This design comes from an exercise in tuning for small area, a short achievable clock period and few clock cycles per item on the open sky130 flow, not from production work.
RTL that was checked went through simulation tests only; none was proved equivalent to the original.
Power figures rest on the tool's default switching activity, not on a simulated workload.

Design tsq_decoder, start of the top module:
module tsq_decoder (
    input  wire        clk,
    input  wire        rst,           
    input  wire        start,         
    input  wire        ext,           
    input  wire [22:0] in_size,       
    output wire        idle,
    input  wire        in_valid,
    input  wire [7:0]  in_data,
    output wire        in_ready,
    output wire        mem_re,
    output wire [17:0] mem_raddr,
    input  wire [7:0]  mem_rdata,     
    output wire        mem_we,
    output wire [17:0] mem_waddr,
    output wire [7:0]  mem_wdata,
    output wire        done,          
    output wire [3:0]  status,
    output wire [18:0] out_size
);
    localparam [22:0] OUTPUT_SIZE = 23'd327680;
    localparam [2:0] ST_OK       = 3'd0;
    localparam [2:0] ERR_SIZE    = 3'd2;
    localparam [2:0] ERR_INSIZE  = 3'd3;
    localparam [2:0] ERR_UNDERRUN= 3'd4;
    localparam [2:0] ERR_OFFSET  = 3'd5;
    localparam [2:0] ERR_OVERLAP = 3'd6;
    localparam [2:0] ERR_OVERRUN = 3'd7;
    localparam B_IDLE = 0,
               B_HDR  = 1,    
               B_WAIT = 2,    
               B_GHDR = 3,    
               B_LIT  = 4,    
               B_OFF0 = 5,
               B_OFF1 = 6,
               B_VAL  = 7,    
               B_FIN  = 8,    
               B_DONE = 9,
               B_CHK  = 10;   
    localparam [10:0] P_IDLE = 11'd1 << B_IDLE,
  ...
export LEC_CHECK = 0
export CAP_MARGIN = 20
export CORE_MARGIN = 2
export CORE_UTILIZATION = 60
export CTS_CLUSTER_DIAMETER = 60
export CTS_CLUSTER_SIZE = 20
export SETUP_SLACK_MARGIN = 4.6
export SLEW_MARGIN = 20
create_clock -name core_clock -period 7.5 [get_ports {clk}]
standard.sh (not shown) runs the stock make flow with config.mk's settings and CLKGATE_MAP_FILE= SYNTH_SCRIPT=/design/flow/synth_recipe.tcl, a recipe that flattens the netlist after the stock synthesis.
==> flow/flow/run.sh <==
#!/bin/bash
# The standard layout, with the port buffers placed as the smallest buffer
# cell (the resizer sizes them up where timing needs it).
set -euo pipefail
export BUFFER_PORTS_ARGS="-buffer_cell sky130_fd_sc_hd__buf_1"
bash standard.sh > standard.log 2>&1
Testbench counts at the start, summed over its fixed seeds: cycles 402,748, bytes 355,495.
Change:
--- a/flow/design.v
+++ b/flow/design.v
@@ -74,13 +74,14 @@
     reg        s_c;            
     reg [6:0]  s_len;          
     reg        n_v;
     reg [2:0]  n_kind;
     reg [6:0]  n_len;          
     reg        n_ovr;
-    reg        n_held;         
+    reg [6:0]  r_len;
+    reg        r_ovr;
     reg [7:0]  off_lo, off_hi;
     reg        lo_gt, lo_z, lo_lt;
     reg        v_eoff, v_eovl, v_small;
     reg        e_act;
     reg        e_last;
     reg [17:0] e_src;
@@ -118,22 +119,23 @@
     assign mem_wdata = wdata;
     assign done      = ps[B_DONE];
     assign status    = {1'b0, st};
     assign out_size  = pj;             
     wire [15:0] off   = {off_hi, off_lo};
     wire [18:0] diff  = {1'b0, anchor} - {3'd0, off};
-    wire v_err   = v_eoff || v_eovl || n_ovr;
+    wire v_err   = v_eoff || v_eovl || r_ovr;
     wire v_acc   = v_small ? (!e_act && !rd_pend) : (!e_act || e_last);
     wire v_go    = ps[B_VAL] && !v_err && v_acc;
     wire irem_small = (irem[18:5] == 14'd0);
     wire grp_uf     = irem_small && (irem[4:0] < (first ? 5'd8 : 5'd5));
     wire lit_uf     = irem_small && (irem[4:0] < s_len[4:0]);
     wire ref_uf     = irem_small && (irem[4:0] < 5'd2);
     wire sym_ovr    = (orem[18:7] == 12'd0) && (orem[6:0] < s_len);
     wire [18:0] idec = ex ? (first ? 19'd8 : 19'd5) : (s_c ? {12'd0, s_len} : 19'd2);
-    wire d_go    = d_en && !n_v && !h_pend;
+    wire a_busy  = ps[B_OFF0] || ps[B_OFF1] || ps[B_VAL];
+    wire d_go    = d_en && !n_v && !h_pend && !(!ex && !par && a_busy);
     wire d_sym   = d_go && !ex && !orem_z;
     wire c_end = ps[B_WAIT] || v_go ||
                  ((ps[B_GHDR] || ps[B_LIT] || ps[B_HDR]) && take && last);
     wire kill = ps[B_DONE];
     wire [18:0] orem_nx = orem - {12'd0, s_len};
     wire size_err = (in_data[7:3] != 5'd0 ||
@@ -149,13 +151,13 @@
         ps[B_VAL]:  if (v_err) ps_nx = P_DONE;
         ps[B_FIN]:  if (!e_act) ps_nx = P_DONE;
         ps[B_DONE]: ps_nx = P_IDLE;
         default: ;
         endcase
         if (c_end) begin
-            if (!n_v || n_held) ps_nx = P_WAIT;
+            if (!n_v) ps_nx = P_WAIT;
             else begin
                 case (n_kind)
                 I_GHDR:  ps_nx = P_GHDR;
                 I_LIT:   ps_nx = P_LIT;
                 I_REF:   ps_nx = P_OFF0;
                 I_FIN:   ps_nx = P_FIN;
@@ -174,20 +176,16 @@
             we_r    <= !kill && (rd_pend || lit_take);
             rd_pend <= !kill && e_act;
             lit_rdy <= !e_act && !v_go;
             wdata   <= rd_pend ? mem_rdata : in_data;
             if (we_r) wj <= wj + 18'd1;
             if (v_go) begin
-                n_v    <= 1'b0;
-                n_held <= 1'b0;
-            end
-            if (v_go) begin
                 e_act  <= 1'b1;
                 e_src  <= diff[17:0];
-                e_len  <= n_len;
-                e_last <= (n_len == 7'd1);
+                e_len  <= r_len;
+                e_last <= (r_len == 7'd1);
             end else if (e_act) begin
                 e_src  <= e_src + 18'd1;
                 e_len  <= e_len - 7'd1;
                 e_last <= (e_len == 7'd2);
                 if (e_last) e_act <= 1'b0;
             end
@@ -251,13 +249,12 @@
                 wj     <= 18'd0;
                 ex     <= 1'b1;
                 cnt    <= 5'd2;
                 d_en   <= 1'b0;
                 h_pend <= 1'b0;
                 n_v    <= 1'b0;
-                n_held <= 1'b0;
             end
             ps[B_CHK]: begin
                 if (r_bad) begin
                     st <= ERR_INSIZE;
                 end
             end
@@ -290,13 +287,13 @@
                 endcase
             end
             ps[B_OFF0]: if (take) begin
                 off_lo <= in_data;
                 lo_gt  <= (in_data > anchor[7:0]);
                 lo_z   <= (in_data == 8'd0);
-                lo_lt  <= !in_data[7] && (in_data[6:0] < n_len);
+                lo_lt  <= !in_data[7] && (in_data[6:0] < r_len);
             end
             ps[B_OFF1]: if (take) begin
                 off_hi  <= in_data;
                 v_eoff  <= (lo_z && in_data == 8'd0) ||
                            (anchor[17:16] == 2'd0 &&
                             (in_data > anchor[15:8] || (in_data == anchor[15:8] && lo_gt)));
@@ -310,18 +307,18 @@
             ps[B_FIN]: if (!e_act) begin
                 st <= ST_OK;
             end
             default: ;
             endcase
             if (c_end) begin
-                if (n_v && !n_held) begin
+                if (n_v) begin
                     n_v <= 1'b0;
                     case (n_kind)
                     I_GHDR: cnt <= 5'd4;
                     I_LIT:  cnt <= n_len[4:0] - 5'd1;
-                    I_REF:  begin n_v <= 1'b1; n_held <= 1'b1; end
+                    I_REF:  begin r_len <= n_len; r_ovr <= n_ovr; end
                     I_FIN:  ;
                     default: begin st <= n_len[2:0]; pj <= 19'd0; end
                     endcase
                 end
             end
             if (ps[B_HDR] && take && last && size_err) begin
What happened: Non-clock buffer count climbs by 9; power drops slightly; register-to-register slack degrades by 0.03 ns; clock skew drops by 0.0045 ns; global-route usage drops by 1.8 points; clock-buffer cell count climbs by 1; utilization drops by 0.60 points; design area climbs slightly.
Testbench counts after the change, summed over its fixed seeds: cycles 400,444, bytes 355,495.

* * *

run A:
tsq_decoder, a different RTL version from the one above (not shown whole).
Size in the first run: ~1400 cells after synthesis, about 250 flip-flops, roughly 14000 um^2 of cells after synthesis.
==> flow/config.mk <==
export PLATFORM = sky130hd
export DESIGN_NAME = tsq_decoder
export DESIGN_NICKNAME = tsq_decoder
export VERILOG_FILES = /design/flow/design.v
export SDC_FILE = /design/flow/constraint.sdc
export NUM_CORES = 4
export LEC_CHECK = 0
export CAP_MARGIN = 20
export CORE_MARGIN = 2
export CORE_UTILIZATION = 40
export SETUP_SLACK_MARGIN = 4.0
export SLEW_MARGIN = 20
==> flow/constraint.sdc <==
create_clock -name core_clock -period 7.5 [get_ports {clk}]
set_input_delay 1.5000 -clock core_clock [delete_from_list [all_inputs] [get_ports {clk}]]
set_output_delay 1.5000 -clock core_clock [all_outputs]
set_load 0.01 [all_outputs]
run.sh (not shown) runs the stock make flow with config.mk's settings and CLKGATE_MAP_FILE= SYNTH_SCRIPT=/design/flow/synth_recipe.tcl, a recipe that flattens the netlist after the stock synthesis.
Stock flow here: none of the scripts above is used.
## Diff of input files: run B against run A
-- flow/design.v --
<<< run A, line 66
    reg [7:0]  ctrl;
    reg [7:0]  sz0, sz1, sz2, sz3;
    reg        ex;             
    reg        par;            
    reg [2:0]  kn;             
    reg        s_c;            
    reg [6:0]  s_len;          
>>> run B, line 66
    reg [7:0]  ctrl;
    reg [7:0]  sz0, sz1, sz2, sz3;
    reg [3:0]  k;              
    reg        s_c;            
    reg [6:0]  s_len;          
<<< run A, line 92
                                           : ({3'd0, nib} + 7'd1);
    endfunction
    wire       kn_c = ctrl[3'd7 - kn];
    reg  [7:0] kn_szb;
>>> run B, line 90
                                           : ({3'd0, nib} + 7'd1);
    endfunction
    wire [2:0] kn = k[2:0] + 3'd1;                        
    wire       kn_c = ctrl[3'd7 - kn];
    reg  [7:0] kn_szb;
<<< run A, line 103
    end
    wire [3:0] kn_nib = kn[0] ? kn_szb[3:0] : kn_szb[7:4];
    reg  lit_rdy;              
    wire rdy      = ps[B_HDR] || ps[B_GHDR] || ps[B_OFF0] ||
                    ps[B_OFF1] || (ps[B_LIT] && lit_rdy);
>>> run B, line 102
    end
    wire [3:0] kn_nib = kn[0] ? kn_szb[3:0] : kn_szb[7:4];
    wire lit_rdy  = !e_act && !rd_pend;
    wire rdy      = ps[B_HDR] || ps[B_GHDR] || ps[B_OFF0] ||
                    ps[B_OFF1] || (ps[B_LIT] && lit_rdy);
<<< run A, line 129
    wire ref_uf     = irem_small && (irem[4:0] < 5'd2);
    wire sym_ovr    = (orem[18:7] == 12'd0) && (orem[6:0] < s_len);
    wire [18:0] idec = ex ? 19'd5 : (s_c ? {12'd0, s_len} : 19'd2);
    wire a_busy  = ps[B_OFF0] || ps[B_OFF1] || (ps[B_VAL] && !v_go);
    wire d_go    = d_en && !n_v && !h_pend && !(!ex && !par && a_busy);
    wire d_sym   = d_go && !ex && !orem_z;
    wire c_end = ps[B_WAIT] || v_go ||
                 ((ps[B_GHDR] || ps[B_LIT] || ps[B_HDR]) && take && last);
>>> run B, line 128
    wire ref_uf     = irem_small && (irem[4:0] < 5'd2);
    wire sym_ovr    = (orem[18:7] == 12'd0) && (orem[6:0] < s_len);
    wire [18:0] idec = k[3] ? 19'd5 : (s_c ? {12'd0, s_len} : 19'd2);
    wire a_busy  = ps[B_OFF0] || ps[B_OFF1] || (ps[B_VAL] && !v_go);
    wire d_go    = d_en && !n_v && !h_pend && !(!k[3] && !k[0] && a_busy);
    wire d_sym   = d_go && !k[3] && !orem_z;
    wire c_end = ps[B_WAIT] || v_go ||
                 ((ps[B_GHDR] || ps[B_LIT] || ps[B_HDR]) && take && last);
<<< run A, line 138
    wire [18:0] orem_nx = orem - {12'd0, s_len};
    always @(posedge clk) begin
        begin
            we_r    <= !kill && (rd_pend || lit_take);
            rd_pend <= !kill && e_act;
            lit_rdy <= !e_act && !v_go;
            wdata   <= rd_pend ? mem_rdata : in_data;
            if (we_r) wj <= wj + 18'd1;
>>> run B, line 137
    wire [18:0] orem_nx = orem - {12'd0, s_len};
    always @(posedge clk) begin
        if (rst) begin
            ps      <= P_IDLE;
            e_act   <= 1'b0;
            rd_pend <= 1'b0;
            we_r    <= 1'b0;
        end else begin
            we_r    <= !kill && (rd_pend || lit_take);
            rd_pend <= !kill && e_act;
            wdata   <= rd_pend ? mem_rdata : in_data;
            if (we_r) wj <= wj + 18'd1;
<<< run A, line 161
                    n_kind <= I_FIN;
                    d_en   <= 1'b0;
                end else if (ex) begin
                    h_pend <= 1'b1;
                    if (grp_uf) begin
>>> run B, line 164
                    n_kind <= I_FIN;
                    d_en   <= 1'b0;
                end else if (k[3]) begin
                    h_pend <= 1'b1;
                    if (grp_uf) begin
<<< run A, line 196
                orem_z <= (orem_nx == 19'd0);
                pj     <= pj + {12'd0, s_len};
                if (!par) anchor <= pj[17:0];
                par    <= !par;
                kn     <= kn + 3'd1;
                ex     <= (kn == 3'd0);
                s_c    <= kn_c;
                s_len  <= dec_len(kn_c, kn_nib, r_ext);
>>> run B, line 199
                orem_z <= (orem_nx == 19'd0);
                pj     <= pj + {12'd0, s_len};
                if (!k[0]) anchor <= pj[17:0];
                k      <= k + 4'd1;
                s_c    <= kn_c;
                s_len  <= dec_len(kn_c, kn_nib, r_ext);
<<< run A, line 210
                pj     <= 19'd0;
                wj     <= 18'd0;
                ex     <= 1'b1;
                cnt    <= 5'd2;
                d_en   <= 1'b0;
>>> run B, line 211
                pj     <= 19'd0;
                wj     <= 18'd0;
                k      <= 4'd8;
                cnt    <= 5'd2;
                d_en   <= 1'b0;
<<< run A, line 239
                3'd3: begin
                    sz0    <= in_data;
                    ex     <= 1'b0;
                    par    <= 1'b0;
                    kn     <= 3'd1;
                    h_pend <= 1'b0;
                    s_c    <= ctrl[7];
>>> run B, line 240
                3'd3: begin
                    sz0    <= in_data;
                    k      <= 4'd0;
                    h_pend <= 1'b0;
                    s_c    <= ctrl[7];
<<< run A, line 300
            end
        end
        if (rst) begin
            ps      <= P_IDLE;
            e_act   <= 1'b0;
            rd_pend <= 1'b0;
            we_r    <= 1'b0;
        end
    end
endmodule
>>> run B, line 299
            end
        end
    end
endmodule
==> comparison <==
Between run B and run A, the difference in total power consumption of the routed design is negligible. Run B reports a higher total nets after synthesis than run A does. [compare] base=run A new=run B: final non-filler cell total now sits higher; utilization now sits lower; number of enable flip-flop cells after synthesis now sits higher; synthesized cell count now sits higher; signal arrival time at the worst endpoint now sits higher. Diff run A -> run B: relative area of clock buffers and inverters in the final design down 0.65 points, setup slack went down, total wire length after detailed routing picked up an extra about 12%.
No run of this note included a check of the RTL's function; only the layout flow was run.

port drivers added, routing unchanged:
How much do the figures lean on ideal ports? The routed layouts below were timed once more, with nothing changed but the port constraints.
Step 1 assumes that a clkbuf_16 drives the clock port and a buf_2 every other input.
Step 2, shift: input delay + t, output delay - t, t = (earliest + latest rising clock arrival at the registers) / 2. This alone moves slack from input paths to output paths.
a / b / c = ideal / step 1 / step 2; a / b = the first two.
run	t, ns	setup slack, ns	latest minus earliest clock arrival (ns)	pins driven straight from the clock port
the first run of note 1	0.570	4.666 / 4.672 / 4.120	0.028 / 0.028	1
the second run of note 1	0.554	4.602 / 4.625 / 4.071	0.023 / 0.024	1
run A	0.588	4.093 / 4.043 / 3.573	0.019 / 0.018	1
run B	0.595	4.075 / 4.068 / 3.514	0.016 / 0.016	1
After both steps every run listed still meets setup and hold. The setup slack of run B, which loses most, moves by -0.007 ns with the drivers and by -0.561 ns with both steps.
